This is an optimization exercise on Yosys and OpenROAD, whose aim is small area, a short achievable clock period and few clock cycles, not a production implementation.
Function was checked by simulation only, so behaviour that the tests miss may differ from the original.
Power and IR drop assume default switching activity.

### design/flow/design.v
module lz77_compressor (
    input  wire        clk,
    input  wire        rst,        
    input  wire        wr_en,
    input  wire [6:0]  wr_addr,
    input  wire [7:0]  wr_data,
    input  wire [7:0]  in_len,     
    input  wire [15:0] lz_w,       
    input  wire [7:0]  lz_min,     
    input  wire [7:0]  lz_max,     
    input  wire        start,
    output wire        idle,
    output wire        out_valid,
    input  wire        out_ready,
    output wire [7:0]  out_data,
    output reg         done,
    output reg         err,
    output reg  [2:0]  pad
);
    localparam C = 40;             
    localparam S_IDLE  = 3'd0,
               S_SRCH  = 3'd1,
               S_BUB1  = 3'd2,
               S_BUB2  = 3'd3,
               S_FIN   = 3'd4,
               S_DRAIN = 3'd5;
    reg [2:0]  state;
    reg        idle_r;
    assign idle = idle_r;
    reg [7:0]  mem [0:127];
    reg        we_r;
    reg [6:0]  wa_r;
    reg [7:0]  wd_r;
    always @(posedge clk) begin
        we_r <= wr_en;
        wa_r <= wr_addr;
        wd_r <= wr_data;
        if (we_r)
            mem[wa_r] <= wd_r;
    end
    reg [7:0]  len_r;
    reg [15:0] w_r;
    reg [7:0]  min_r;
    reg [7:0]  max_r;
    reg [7:0]   p;         
    reg [7:0]   r;         
    reg [6:0]   ra;        
    reg [127:0] alive;
    reg [127:0] eq;        
    reg [7:0]   xr;        
    reg [7:0]   cur;       
    reg [7:0]   litb;      
    wire [7:0] mrd  = (we_r && wa_r == ra)    ? wd_r : mem[ra];
    wire [7:0] mrd0 = (we_r && wa_r == 7'd0)  ? wd_r : mem[0];
    wire [127:0] eq_new;
    genvar gj;
    generate
        for (gj = 0; gj < 128; gj = gj + 1) begin : g_cmp
            assign eq_new[gj] = (mem[gj] == cur);
        end
    endgenerate
    wire        k0     = (r == p);
    wire [7:0]  xi     = (state == S_SRCH && k0) ? r + 8'd1 : r;
    wire        wbig   = (w_r >= {8'd0, xi});
    wire [7:0]  lo     = wbig ? 8'd0 : xi - w_r[7:0];
    wire [127:0] initv;
    generate
        for (gj = 0; gj < 128; gj = gj + 1) begin : g_init
            assign initv[gj] = (gj < xi) && (gj >= lo);
        end
    endgenerate
    wire [6:0] hi_idx;
    lz_hi128 u_hi (.v(alive), .idx(hi_idx));
    wire [7:0]   k      = r - p;
    wire         bad    = (min_r > max_r);
    wire         atlim  = (r == len_r) || (k == max_r);
    wire [127:0] mv     = alive & eq;
    wire         any_a  = |alive;
    wire         any_m  = |mv;
    wire         tend   = !any_a || atlim || !any_m;
    wire         ismatch = any_a && (k >= min_r);
    wire         k1     = (k == 8'd1);
    wire         fin    = ismatch ? (r == len_r) : (p + 8'd1 == len_r);
    wire         merge  = ismatch || k1;
    wire         srch   = (state == S_SRCH) && !bad;
    reg        tok_v;
    reg        tok_m;
    reg [7:0]  tok_len;
    reg [6:0]  tok_off;
    reg [7:0]  tok_lit;
    reg [C-1:0] acc;       
    reg [5:0]   cnt;
    reg [3:0]   hdr_i;     
    reg         active;    
    reg [7:0]   obuf, sbuf;
    reg         ov, sv;
    assign out_valid = ov;
    assign out_data  = obuf;
    wire        opop = ov && out_ready;
    reg [7:0] hdr_byte;
    always @(*) begin
        case (hdr_i[2:0])
            3'd3:    hdr_byte = len_r;
            3'd4:    hdr_byte = w_r[15:8];
            3'd5:    hdr_byte = w_r[7:0];
            3'd6:    hdr_byte = min_r;
            3'd7:    hdr_byte = max_r;
            default: hdr_byte = 8'd0;
        endcase
    end
    wire        hdr_pend = !hdr_i[3];
    wire        src_ok   = active && !bad && (hdr_pend || cnt >= 6'd8);
    wire        feed     = src_ok && !sv;
    wire [7:0]  src_byte = hdr_pend ? hdr_byte : acc[C-1:C-8];
    wire        acc_pop  = feed && !hdr_pend;
    wire [5:0]  pos      = acc_pop ? cnt - 6'd8 : cnt;
    wire [5:0]  tok_n    = tok_m ? 6'd25 : 6'd9;
    wire        tok_take = tok_v && (pos + tok_n <= C);
    wire [24:0] tok_bits = tok_m ? {1'b1, 9'd0, tok_off, tok_len}
                                 : {1'b0, tok_lit, 16'd0};
    wire [C-1:0] tok_al  = {tok_bits, {(C-25){1'b0}}};
    wire [C-1:0] acc_sh  = acc_pop ? {acc[C-9:0], 8'd0} : acc;
    wire [C-1:0] acc_ins = acc_sh | (tok_take ? (tok_al >> pos) : {C{1'b0}});
    wire [5:0]   cnt_ins = pos + (tok_take ? tok_n : 6'd0);
    wire        stall = tend && tok_v && !tok_take;
    always @(posedge clk) begin
        if (rst) begin
            state  <= S_IDLE;
            idle_r <= 1'b1;
            done   <= 1'b0;
            err    <= 1'b0;
            pad    <= 3'd0;
            tok_v  <= 1'b0;
            cnt    <= 6'd0;
            hdr_i  <= 4'd8;
            active <= 1'b0;
            ov     <= 1'b0;
            sv     <= 1'b0;
            ra     <= 7'd1;
        end else begin
            done <= 1'b0;
            if (!ov) begin
                if (feed) begin obuf <= src_byte; ov <= 1'b1; end
            end else if (!sv) begin
                if (opop && feed) obuf <= src_byte;
                else if (opop) ov <= 1'b0;
                else if (feed) begin sbuf <= src_byte; sv <= 1'b1; end
            end else if (opop) begin
                obuf <= sbuf;
                sv   <= 1'b0;
            end
            if (feed && hdr_pend)
                hdr_i <= hdr_i + 4'd1;
            if (active) begin
                acc <= acc_ins;
                cnt <= cnt_ins;
                if (tok_take)
                    tok_v <= 1'b0;
            end
            if ((state == S_SRCH || state == S_FIN) && bad) begin
                done   <= 1'b1;
                err    <= 1'b1;
                pad    <= 3'd0;
                active <= 1'b0;
                idle_r <= 1'b1;
                ra     <= 7'd1;
                state  <= S_IDLE;
            end else case (state)
                S_IDLE: begin
                    cur  <= mrd;      
                    litb <= mrd0;     
                    if (start) begin
                        len_r  <= in_len;
                        w_r    <= lz_w;
                        min_r  <= lz_min;
                        max_r  <= lz_max;
                        p      <= 8'd0;
                        r      <= 8'd0;
                        ra     <= 7'd2;
                        alive  <= 128'd0;
                        acc    <= {C{1'b0}};
                        cnt    <= 6'd0;
                        hdr_i  <= 4'd0;
                        active <= 1'b1;
                        idle_r <= 1'b0;
                        state  <= (in_len == 8'd0) ? S_FIN : S_SRCH;
                    end
                end
                S_SRCH: begin
                    if (!stall) begin
                        if (tend) begin
                            tok_v   <= 1'b1;
                            tok_m   <= ismatch;
                            tok_len <= k;
                            tok_off <= r[6:0] - hi_idx;
                            tok_lit <= litb;
                        end
                        if (tend && fin) begin
                            state <= S_FIN;
                        end else if (tend && !merge && !k0) begin
                            p     <= p + 8'd1;
                            r     <= p + 8'd1;
                            ra    <= p[6:0] + 7'd1;
                            state <= S_BUB1;
                        end else begin
                            xr  <= cur;
                            cur <= mrd;
                            eq  <= eq_new;
                            ra  <= ra + 7'd1;
                            r   <= r + 8'd1;
                            if (!tend) begin
                                alive <= {mv[126:0], 1'b0};
                            end else if (merge) begin
                                p     <= r;
                                alive <= {initv[126:0] & eq[126:0], 1'b0};
                                litb  <= xr;
                            end else begin
                                p     <= r + 8'd1;
                                alive <= initv;
                                litb  <= cur;
                            end
                        end
                    end
                end
                S_BUB1: begin
                    cur   <= mrd;
                    ra    <= ra + 7'd1;
                    state <= S_BUB2;
                end
                S_BUB2: begin
                    xr    <= cur;
                    cur   <= mrd;
                    eq    <= eq_new;
                    ra    <= ra + 7'd1;
                    alive <= initv;
                    litb  <= cur;
                    state <= S_SRCH;
                end
                S_FIN: begin
                    if (!tok_v) begin
                        pad   <= 3'd0 - pos[2:0];
                        cnt   <= (pos + 6'd7) & 6'b111000;
                        state <= S_DRAIN;
                    end
                end
                default: begin  
                    if (cnt == 6'd0 && !hdr_pend && !sv && (!ov || out_ready)) begin
                        done   <= 1'b1;
                        err    <= 1'b0;
                        active <= 1'b0;
                        idle_r <= 1'b1;
                        ra     <= 7'd1;
                        state  <= S_IDLE;
                    end
                end
            endcase
        end
    end
endmodule
module lz_hi128 (
    input  wire [127:0] v,
    output wire [6:0]   idx
);
    wire [127:0] a0 = v;
    wire [63:0]  a1;  wire [63:0]  i1;
    wire [31:0]  a2;  wire [63:0]  i2;
    wire [15:0]  a3;  wire [47:0]  i3;
    wire [7:0]   a4;  wire [31:0]  i4;
    wire [3:0]   a5;  wire [19:0]  i5;
    wire [1:0]   a6;  wire [11:0]  i6;
    genvar g;
    generate
        for (g = 0; g < 64; g = g + 1) begin : l1
            assign a1[g] = a0[2*g+1] | a0[2*g];
            assign i1[g] = a0[2*g+1];
        end
        for (g = 0; g < 32; g = g + 1) begin : l2
            assign a2[g] = a1[2*g+1] | a1[2*g];
            assign i2[2*g+1:2*g] = a1[2*g+1] ? {1'b1, i1[2*g+1]} : {1'b0, i1[2*g]};
        end
        for (g = 0; g < 16; g = g + 1) begin : l3
            assign a3[g] = a2[2*g+1] | a2[2*g];
            assign i3[3*g+2:3*g] = a2[2*g+1] ? {1'b1, i2[4*g+3:4*g+2]} : {1'b0, i2[4*g+1:4*g]};
        end
        for (g = 0; g < 8; g = g + 1) begin : l4
            assign a4[g] = a3[2*g+1] | a3[2*g];
            assign i4[4*g+3:4*g] = a3[2*g+1] ? {1'b1, i3[6*g+5:6*g+3]} : {1'b0, i3[6*g+2:6*g]};
        end
        for (g = 0; g < 4; g = g + 1) begin : l5
            assign a5[g] = a4[2*g+1] | a4[2*g];
            assign i5[5*g+4:5*g] = a4[2*g+1] ? {1'b1, i4[8*g+7:8*g+4]} : {1'b0, i4[8*g+3:8*g]};
        end
        for (g = 0; g < 2; g = g + 1) begin : l6
            assign a6[g] = a5[2*g+1] | a5[2*g];
            assign i6[6*g+5:6*g] = a5[2*g+1] ? {1'b1, i5[10*g+9:10*g+5]} : {1'b0, i5[10*g+4:10*g]};
        end
    endgenerate
    assign idx = a6[1] ? {1'b1, i6[11:6]} : {1'b0, i6[5:0]};
endmodule
### design/flow/run.sh
#!/bin/bash
# synth_recipe.tcl (not shown) runs the flow's synth.tcl, then flattens the netlist and writes it again
# the make line also repeats each setting of config.mk as NAME=value (left out here)
make -C /OpenROAD-flow-scripts/flow DESIGN_CONFIG=/design/flow/config.mk WORK_HOME=/design/flow/orfs CLKGATE_MAP_FILE= SYNTH_SCRIPT=/design/flow/synth_recipe.tcl finish
### design/flow/config.mk
export PLATFORM = sky130hd
export DESIGN_NAME = lz77_compressor
export DESIGN_NICKNAME = lz77_compressor
export VERILOG_FILES = /design/flow/design.v
export SDC_FILE = /design/flow/constraint.sdc
export NUM_CORES = 4
export LEC_CHECK = 0
export CAP_MARGIN = 20
export CORE_MARGIN = 2
export CORE_UTILIZATION = 40
export SLEW_MARGIN = 20
### design/flow/constraint.sdc
create_clock -name core_clock -period 10.0 [get_ports {clk}]
set_input_delay 2.0000 -clock core_clock [delete_from_list [all_inputs] [get_ports {clk}]]
set_output_delay 2.0000 -clock core_clock [all_outputs]
set_load 0.01 [all_outputs]
==> results.py <==
metrics = {
    "outcome": {
        "status": "no timing/DRC/antenna violations",
    },
    "routing": {
        "antenna_left": 0,
        "dr_wl_met3_mm": 28.0,
        "wl_mm": 286,
        "vias": 55200,
        "wl_per_cell_um": 32.4,
        "routed.top_layer": "met5",
        "met2_length_mm": 126,
        "drtIter0Drc": 7897,
        "viasPerCell": 6.26,
        "first_pass_iters": 9,
        "routedLengthMet1_mm": 118,
        "drc": 0,
    },
    "clocking": {
        "clock_path_buffers": 3,
        "ctsHoldBuffers": 0,
        "cts.clk_slew.worst_paths_ns": 0.06,
        "cts_root_buf": "clkbuf_16",
        "post_cts_buffers": 0,
        "htree_levels": 4,
        "cts_resized": 0,
        "numCtsBuffers": 167,
        "cts_tree": "built",
        "cts_sinks": 1493,
        "clk_latency_ns": 0.83,
    },
    "setup_path": {
        "critPathKind": "reg2reg",
        "r2r_end": "alive[51]",
        "cpPeakStageDelay_ns": 0.90,
        "cp_top_family": "simple AND/OR/NAND/NOR gates",
        "cp_data_required_time_ns": 10.46,
        "startpoint_type": "flip-flop",
        "crit_end": "alive[51]",
        "cp-end-kind": "flip-flop",
        "worst_path_max_delay_cell": "a21oi_4",
        "critPathMaxFanout": 82,
        "arrival_ns": 8.28,
        "r2r_cells": 18,
        "startpoint": "max_r[7]",
        "crit_path_cell_trace": "inv_1 > ha_1 > and4_1 > a211oi_1 > o21ai_1 > a21oi_4 > a21o_1 > buf_4 > inv_1 > ha_1 > nand2b_1 > a21oi_1 > or4_1 > a2bb2oi_1 > and4_1 > nor3_2 > and3_4 > buf_12",
        "crit_cells": 18,
        "crit_buf_inv": 4,
        "r2r_slack_ns": 2.18,
        "r2r_start": "max_r[7]",
    },
    "placement": {
        "gp_congestion": 1.03,
        "dpl_worst_slack_ns": 2.31,
        "dp_hpwl_mm": 201,
        "port_buffers": 74,
        "dp.cells": 8520,
    },
    "logic_synthesis": {
        "yosysUniqueCellTypes": 99,
        "yosys_warnings": 1,
        "synth_ff_type": "edfxtp_1",
        "async_flop_share_pct": 0,
        "synth_seq_cells": 1493,
        "synthesis.area_sq_um": 79400,
        "synth_edf_count": 1440,
        "synth_nets": 6184,
        "synthCells": 6058,
        "syn_avg_cell_area_sq_um": 13.1,
        "ys_seq_area_share_pct": 55.8,
    },
    "timing": {
        "fin_crit_ns": 7.82,
        "hold_viol": 0,
        "worst_pin_slew_ns": 1.27,
        "fin_skew_ns": 0.0365,
        "setup_viol": 0,
        "grt_setup_unrepaired": "no",
        "setup_ws_ns": 2.18,
        "holdWs_ns": 0.402,
        "post-route-period-util_pct": 78.2,
        "max_freq_ghz": 0.128,
        "slew_viol_final": 0,
        "setup-tns-final_ns": 0,
        "relSlewSlack_pct": 14.5,
    },
    "pwr": {
        "comb_power_share_pct": 18.9,
        "p_switching_mw": 4.79,
        "sw_frac_of_total_pct": 28.6,
        "vdd_drop_max_mv": 0.162,
        "cellPowerDensity_nw_per_um2": 189,
        "p_seq_share_pct": 43.7,
        "p_leak_nw": 26.9,
        "internal_power_mw": 12.0,
        "p_clk_share_pct": 37.4,
    },
    "die": {
        "die_area_sq_um": 202000,
        "io_pins": 75,
        "core_area_sq_um": 197000,
        "die_x_um": 449,
        "start_util_pct": 40.2,
        "die_h_um": 449,
        "placementRows": 163,
    },
    "final_layout": {
        "instances_no_fill": 8823,
        "fin_util_pct": 44.9,
        "fill_cells": 17600,
        "area_growth_syn_to_layout_pct": 11.7,
        "n_antenna_cell": 0,
        "nets": 6175,
        "layout-drive-gt1-share_pct": 12.8,
    },
    "global_route": {
        "grt_pass1_wl_mm": 406,
        "gr-total-overflow": 0,
        "grt_util_all_layers_pct": 27.7,
        "grt_max_degree": 98,
        "grt_pass1_vias": 53300,
        "antenna_found_initial": 12,
    },
    "job": {
        "drv_cap": 0,
    },
    "worst_hold_path": {
        "hold_path_class": "reg2reg",
    },
}
## metrics by stage
| stage | instance area (sq um) | power, mW |
|---|---|---|
| global route | 88600 | 17.2 |
| detailed placement | 83100 | 10.6 |
| floorplan | 79400 | 9.43 |
| CTS | 88600 | 16.8 |
| global placement | 83100 | 10.5 |
| finish | 88600 | 16.7 |
## power groups by stage
| stage | clock network (mW) | logic, mW | registers [mW] |
|---|---|---|---|
| floorplan | 0 | 2.15 | 7.29 |
| global placement | 0 | 3.10 | 7.44 |
| detailed placement | 0 | 3.11 | 7.44 |
| CTS | 6.36 | 3.13 | 7.31 |
| global route | 6.59 | 3.32 | 7.32 |
| finish | 6.27 | 3.16 | 7.32 |
## cells in the mapped netlist (all sizes together), types with 13 or more instances
master   number  area, sq um
inv         103          387
edfxtp     1440        43200
clkbuf      224          841
a21o         19          143
a2bb2oi      21          184
nand2       328         1240
dfxtp        53         1060
a311oi       19          166
a211oi       40          305
or4          25          199
a32o         54          541
nor4         36          246
and2         18          115
a31oi        30          188
buf         151          648
nor2b        32          200
a32oi        24          210
or3          16          105
nand3        75          375
ha           63          788
o22ai        46          294
mux2         21          236
xor2         39          349
o211ai       29          218
a221oi       70          631
nand2b       16          100
nand4       286         1800
o21ai       216         1080
xnor2      1072         9400
a22o         80          701
o31ai        22          165
mux4        338         7610
nor3         77          423
nor2        528         1980
and3         20          125
o21bai       13          101
a21oi       182          918
mux2i        53          531
a22oi        56          420
## state kept, by name (all words and copies together) (netlist names), 16 cells and up, named ones only
signal,count
mem,1024
alive,128
eq,128
acc,40
w_r,16
## cells in the final DEF, fill, tap and decap left out, types with 63 or more instances in the layout
master           count
nand2_1            323
mux4_2             338
inv_1              100
clkbuf_16          172
a21oi_1            180
a221oi_1            69
clkdlybuf4s50_1     74
xnor2_1           1071
a22o_1              80
nor2_1             523
nor3_1              69
o21ai_0            168
ha_1                63
buf_4              112
nand4_1            285
edfxtp_1          1440
nand3_1             75
## routing by layer
layer	global-route usage [%]	up-vias
met5	0	-
met4	11.4	14
met3	5.86	588
met2	41.6	3115
met1	38.9	28200
li1	-	23300
## area by class of cell
type	instances	area, sq um	area share [%]
sequential	1493	44300	50.0
tap	2640	3300	3.73
clock buffer	218	4600	5.19
clock inverter	85	905	1.02
timing repair buffer	197	1790	2.02
multi-input combinational	4082	33300	37.6
inverter	108	405	0.457
## worst min-delay path by stage
stage / from / to / depth (start not counted)
2_1_floorplan: litb[0] / tok_lit[0] / 0
3_3_place_gp: litb[0] / tok_lit[0] / 0
3_5_place_dp: litb[5] / tok_lit[5] / 0
4_1_cts: litb[0] / tok_lit[0] / 0
5_1_grt: litb[0] / tok_lit[0] / 0
6_report: litb[0] / tok_lit[0] / 0
## cell families after synthesis
logic type               Yosys count  synth area share, %
XOR/XNOR                        1112                 12.3
flip-flops                      1493                 55.8
multiplexers                     412                 10.6
AND/OR/NAND/NOR                 1480                 8.95
adder cells (fa/ha/maj)           66                 1.07
buffers and inverters            483                 2.39
AO/OA/AOI/OAI                   1012                 8.91
Testbench counts, summed over its fixed seeds: cycles 22,611.

what the ideal ports hide:
No port has a modelled driver above. Below, the same layout with a new extraction and two added sets of constraints. Step 1 assumes that a clkbuf_16 drives the clock port and a buf_2 every other input. Step 2 adds t to the input delays and takes it off the output delays; t is the mean of the earliest and latest rising clock arrival at the registers after step 1. Input paths then give back, and output paths get back, about the clock's delay inside the block. a / b / c = ideal ports / drivers / drivers and shift; a / b = the first two.
t (ns): 0.909
slack for setup (ns): 2.179 / 2.179 / 2.179
worst register clock-pin slew, ns: 0.07 / 0.07
pins driven straight from the clock port: 1
After both steps this run still meets setup and hold. The setup slack of this run moves by 0.000 ns with the drivers and by 0.000 ns with both steps.
